Background: an optimization exercise with open tools, aiming at small area, a short achievable clock period and few clock cycles. Do not read the settings as production practice.
Only simulation tests tie the RTL to the original design; equivalence was not proved.
Power and IR drop assume default switching activity.

==> config.mk <==
export PLATFORM = sky130hd
export DESIGN_NAME = bcd_codec
export DESIGN_NICKNAME = bcd_codec
export VERILOG_FILES = /design/flow/design.v
export SDC_FILE = /design/flow/constraint.sdc
export NUM_CORES = 4
export LEC_CHECK = 0
export ABC_AREA = 1
export CAP_MARGIN = 20
export CORE_MARGIN = 2
export CORE_UTILIZATION = 40
export PLACE_DENSITY = 0.6
export SLEW_MARGIN = 20
==> constraint.sdc <==
create_clock -name core_clock -period 8.0 [get_ports {clk}]
set_input_delay 1.6000 -clock core_clock [delete_from_list [all_inputs] [get_ports {clk}]]
set_output_delay 1.6000 -clock core_clock [all_outputs]
set_load 0.01 [all_outputs]
==> design.v <==
module bcd_codec (
    input  wire        clk,
    input  wire        rst,
    input  wire        start,
    input  wire        op,        
    input  wire [63:0] amt,
    input  wire [4:0]  scale,
    input  wire [47:0] bcd_in,
    output wire        ready,
    output reg         done,
    output wire        error,
    output wire [47:0] result
);
    localparam [1:0] P_DD = 2'd0, P_SH = 2'd1, P_DEC = 2'd2;
    reg         busy;
    reg  [1:0]  phase;
    reg         op_q;
    reg  [3:0]  ptr;       
    reg  [4:0]  nsh;       
    reg  [2:0]  inj;       
    reg  [63:0] b_q;       
    reg  [79:0] acc;       
    reg         sticky;    
    reg         err_q;
    assign ready = ~busy;
    wire accept = start & ~busy;
    wire [63:0] src = op ? {16'd0, bcd_in} : amt;
    reg  [15:0] nz;
    reg  [11:0] bad;
    integer i;
    always @(*) begin
        for (i = 0; i < 16; i = i + 1) nz[i] = |src[4*i +: 4];
        for (i = 0; i < 12; i = i + 1) bad[i] = bcd_in[4*i+3] & (bcd_in[4*i+2] | bcd_in[4*i+1]);
    end
    reg [3:0] top;
    always @(*) begin
        top = 4'd0;
        for (i = 0; i < 16; i = i + 1) if (nz[i]) top = i[3:0];
    end
    wire quick = ~(|nz) | (op ? (|bad) : (scale >= 5'd22));
    wire [3:0] nib = b_q[4*ptr +: 4];
    function [3:0] mod5;
        input [3:0] d;
        begin
            mod5[3] = d[3] | (d[2] & (d[1] | d[0]));
            mod5[2] = (d[2] & ~d[1] & ~d[0]) | (d[3] & d[0]);
            mod5[1] = (~d[3] & ~d[2] & d[1]) | (d[2] & d[1] & d[0]) | (d[3] & ~d[0]);
            mod5[0] = (~d[3] & ~d[2] & d[0]) | (d[2] & d[1] & ~d[0]) | (d[3] & ~d[0]);
        end
    endfunction
    function [80:0] dd_step;    
        input [79:0] a;
        input        bit_in;
        input [2:0]  at;
        integer j;
        reg c;
        reg [3:0] m;
        begin
            c = 1'b0;
            for (j = 0; j < 20; j = j + 1) begin
                if (j < 5 && at == j) c = c | bit_in;
                m = mod5(a[4*j +: 4]);
                dd_step[4*j +: 4] = {m[2:0], c};
                c = m[3];
            end
            dd_step[80] = c;
        end
    endfunction
    reg [79:0] dd_acc;
    reg        dd_ovf;
    reg [80:0] t;
    integer k;
    always @(*) begin
        dd_acc = acc;
        dd_ovf = 1'b0;
        for (k = 3; k >= 0; k = k - 1) begin
            t = dd_step(dd_acc, nib[k], inj);
            dd_acc = t[79:0];
            dd_ovf = dd_ovf | t[80];
        end
    end
    wire [39:0] hacc = acc[47:8];
    wire [39:0] hor  = {hacc[36:0], 3'b0} + {hacc[38:0], 1'b0} + {36'd0, nib};
    wire last_dd = (ptr == 4'd0);
    always @(posedge clk) begin
        if (rst) begin
            busy <= 1'b0;
            done <= 1'b0;
        end else begin
            done <= 1'b0;
            if (accept) begin
                busy <= ~quick;
                done <= quick;
            end else if (busy) begin
                if ((phase == P_SH) ? (nsh == 5'd1 || nsh == 5'd4)
                                    : (last_dd && (phase == P_DEC || nsh == 5'd0))) begin
                    busy <= 1'b0;
                    done <= 1'b1;
                end
            end
        end
    end
    always @(posedge clk) begin
        if (accept) begin
            op_q   <= op;
            b_q    <= src;
            acc    <= 80'd0;
            sticky <= 1'b0;
            err_q  <= op & (|bad);
            phase  <= op ? P_DEC : P_DD;
            ptr    <= top;
            nsh    <= (scale >= 5'd5) ? scale - 5'd4 : 5'd0;
            inj    <= (scale <= 5'd4) ? 3'd4 - scale[2:0] : 3'd0;
        end else begin
            case (phase)
                P_DD: begin
                    acc    <= dd_acc;
                    sticky <= sticky | dd_ovf;
                    ptr    <= ptr - 4'd1;
                    if (last_dd) phase <= P_SH;
                end
                P_SH: begin
                    if (nsh >= 5'd4) begin
                        acc <= {16'd0, acc[79:16]};
                        nsh <= nsh - 5'd4;
                    end else begin
                        acc <= {4'd0, acc[79:4]};
                        nsh <= nsh - 5'd1;
                    end
                end
                default: begin
                    acc[47:8] <= hor;
                    ptr       <= ptr - 4'd1;
                end
            endcase
        end
    end
    wire        rnd = ~op_q & (acc[7] | (acc[6] & (acc[5] | acc[4])));
    reg  [47:0] inc;
    reg         all9;
    reg  [3:0]  d;
    always @(*) begin
        all9 = rnd;
        for (i = 0; i < 12; i = i + 1) begin
            d = acc[8+4*i +: 4];
            inc[4*i +: 4] = all9 ? ((d[3] & d[0]) ? 4'd0 : d + 4'd1) : d;
            all9 = all9 & d[3] & d[0];
        end
    end
    wire enc_ovf = sticky | (|acc[79:56]) | all9;
    assign result = inc;
    assign error  = op_q ? err_q : enc_ovf;
endmodule
==> run.sh <==
#!/bin/bash
# synth_recipe.tcl (not shown) runs the flow's synth.tcl, then flattens the netlist and writes it again
# the make line also repeats each setting of config.mk as NAME=value (left out here)
make -C /OpenROAD-flow-scripts/flow DESIGN_CONFIG=/design/flow/config.mk WORK_HOME=/design/flow/orfs CLKGATE_MAP_FILE= SYNTH_SCRIPT=/design/flow/synth_recipe.tcl finish
==> run notes <==
state kept, by name, summed over array words and instances (netlist names):
name and cells:
acc 80, ptr 4, err_q 1, b_q 64
nsh 5, busy 1, sticky 1, inj 3
op_q 1, phase 2, done 1
Yosys cell counts (all sizes together):
| library cell | number |
|---|---|
| nand2 | 766 |
| inv | 470 |
| nor2 | 314 |
| o21ai | 301 |
| a21oi | 222 |
| nand3 | 201 |
| ha | 109 |
| dfxtp | 83 |
| edfxtp | 80 |
| clkbuf | 62 |
| a31oi | 55 |
| o22ai | 43 |
| o211ai | 34 |
| xor2 | 25 |
| nand4 | 24 |
| nor3 | 23 |
| or2 | 23 |
| mux2i | 19 |
| nor4 | 17 |
| o221ai | 17 |
| xnor2 | 12 |
| buf | 11 |
| a22oi | 10 |
| o31ai | 10 |
| o21a | 9 |
| nand3b | 7 |
| a21o | 6 |
| clkinv | 6 |
| a32o | 4 |
| o21bai | 4 |
| and2 | 2 |
| fa | 2 |
| nor3b | 2 |
| a211oi | 1 |
| a32oi | 1 |
| mux2 | 1 |
| o31a | 1 |
| o32ai | 1 |
| or4 | 1 |
final timing paths:
| path | depth (start not counted) | startpoint | slack (ps) | to |
|---|---|---|---|---|
| setup reg to reg | 21 | ptr[0]$_DFFE_PP_ | 2650 | acc[40]$_SDFF_PP0_ |
| setup / recovery | 17 | acc[8]$_SDFF_PP0_ | 2550 | error |
| hold / removal | 2 | busy$_SDFF_PP0_ | 490 | busy$_SDFF_PP0_ |
| hold reg to reg | 2 | busy$_SDFF_PP0_ | 490 | busy$_SDFF_PP0_ |
worst max-delay path: stages, from the launching register on:
cell             delay [ps]
dfxtp_1                 550
nand2_1                 260
nor2_8                  230
nand2_4                 100
nor2_8                  170
nand2_4                 110
nor2_8                  170
nand2_4                 100
nor2_8                  160
nand2_4                 110
nor2_8                  150
inv_2                    80
nor2_8                  150
inv_4                    60
nor2_8                  130
nand2_1                 130
a31oi_1                 170
clkdlybuf4s50_1         560
cell type report:
type | instances | area (um2)
clock inverters | 15 | 153
fillers | 4511 | 23500
repair buffers | 181 | 1810
inverters | 476 | 1790
well taps | 592 | 741
diodes | 1 | 2.50
multi-input cells | 2267 | 11800
clock buffers | 17 | 425
flip-flops and latches | 163 | 4060
per-stage QoR:
stage	utilization [%]	hold WS, ps	power (mW)
after global routing	47.0	514	8.38
after floorplan	-	437	5.23
after detailed placement	45.6	464	6.65
after global placement	45.5	465	6.45
final	47.0	485	7.56
after CTS	46.9	487	7.50
routing by layer:
metal  GRT usage (%)  part of all wire, %
met1            32.6                   46
met2            43.3                   47
met3            2.83                  4.8
met4            7.31                  2.5
met5               0                0.022
kinds of logic (layout without fill, tap and decap cells):
kind of cell,count (synthesis),after routing,share of synthesized area (%)
simple gates,1380,1380,32.5
compound gates,719,719,22.4
buf+inv,549,689,11.6
flops,163,163,22.7
fa+ha+maj,111,111,7.85
xor+xnor,37,37,1.81
mux,20,20,1.13
other cells,0,1,0
power breakdown:
group          leakage [nW]  switching (mW)  internal, mW  total, mW
sequential             1.46           0.276          1.06       1.33
clock                 0.284           0.414         0.420      0.834
combinational          8.27            3.59          1.80       5.39
total                  10.0            4.28          3.27       7.56
==> flow_summary.toml <==
[route]
postRouteAntennaNets = 0
num_vias = 20100
wl_um = 59400
drtPass1Iterations = 5
vias_per_cell = 5.41
drtIter0Drc = 1810
wl_per_cell_um = 16.0
drc_errors = 0

[logic_synthesis]
synth_area_um2 = 17900
synth_area_leader_cell = "nand2_1"
yosys-top-cells-area = "nand2_1 16%, edfxtp_1 13%, inv_1 9.8%, dfxtp_1 9.3%, o21ai_0 8.3%"
yosysSeqAreaShare_pct = 22.7
yosysWarnings = 1
yosysTopAreaCellShare_pct = 15.9
avgSynthCellArea_um2 = 6.01
syn_nets = 3211
syn-instance-count = 2979
ys_types = 49
ys_ff_latch = 163

[setup_path]
worst_setup_path_end_kind = "output pin"
worstPathArrival_ps = 3850
start_kind = "flop"
cp_data_required_time_ps = 6400
critical_path.max_fanout = 10
worstSetupPathType = "flop to output pin"

[timing]
min_period_ps = 5450
finalHoldViolCount = 0
maxSlewViolCount = 0
min_period_over_period_pct = 68.2
setup_tns_ps = 0
rsz0062_at_grt = "no"
setup_viol = 0
tightest_slew_ps = 958
fmax_mhz = 183
clock_skew_ps = 15.1
slew_headroom_pct = 36.2
setup_slack_ps = 2550

[global_routing]
grt_pass1_vias = 18800
grt_usage_pct = 24.9
grt_max_degree = 76
gr-total-overflow = 0
grt_pass1_wl_um = 94700
antenna_found_initial = 2

[power_and_ir_drop]
power.density_nw_per_um2 = 364
p_leak_nw = 10.0
vdd_drop_max_uv = 153

[cts]
root_buffer = "clkbuf_16"
clkSinkCount = 163
cts_hold_buffers = 0
numCtsBuffers = 17
cts_tree = "yes"
clock_latency_ps = 440
cts-resized-gates = 0
cts_setup_buffers = 0
path_clk_slew_ps = 70
cts.path.max_buffers = 2
htreeDepth = 4

[place]
place_area_um2 = 20200
hpwl_um = 47300
dp_cells = 3678
dp_slack_ps = 2830
gp_congestion = 0.919
place.port_buffers = 171

[run]
max_cap_violations = 0

[final_layout]
fin_area_um2 = 20800
nets = 3338
drive_gt1_share_pct = 2.89
syn_to_final_growth_pct = 16.0
final_cell_mix = "759 x nand2_1, 465 x inv_1, 304 x nor2_1"
final_common_cell = "nand2_1"
stdcell_count = 3712

[floorplanning]
die-area_um2 = 46400
die_x_um = 216
initial_core_util_pct = 40.5
rows = 77
io_pins = 172
fp.dieH_um = 216
core_area_um2 = 44200

[worst_hold_path]
min_path_type = "flop to flop"

[run_status]
status = "timing/DRC/antenna clean"
Testbench counts, summed over its fixed seeds: cycles 21,706.

[separate check: timing with driven ports]
Ports are ideal in the flow. The routed layout listed here was re-timed in OpenROAD.
Step 1 (the two cells are an assumption about what drives the block):
set clk [get_ports {clk}]
set_driving_cell -lib_cell sky130_fd_sc_hd__clkbuf_16 $clk
set_driving_cell -lib_cell sky130_fd_sc_hd__buf_2 [delete_from_list [all_inputs] $clk]
Step 2 moves the port delays by t, midway between the first and last clock arrival at a register: inputs arrive t later, outputs are due t later. That takes back most of the time a late clock gives input paths.
Slacks: no drivers / after step 1 / after step 2; pairs: no drivers / after step 1.
t, ns: 0.490
setup WS [ns]: 2.546 / 2.491 / 2.652
hold WS [ns]: 0.485 / 0.485 / 0.485
worst setup path after step 2: register to register
worst data-port slew with drivers (ns): 0.07
After both steps setup and hold are still met in this run. The setup slack of this run moves by -0.055 ns with the drivers and by +0.106 ns with both steps.
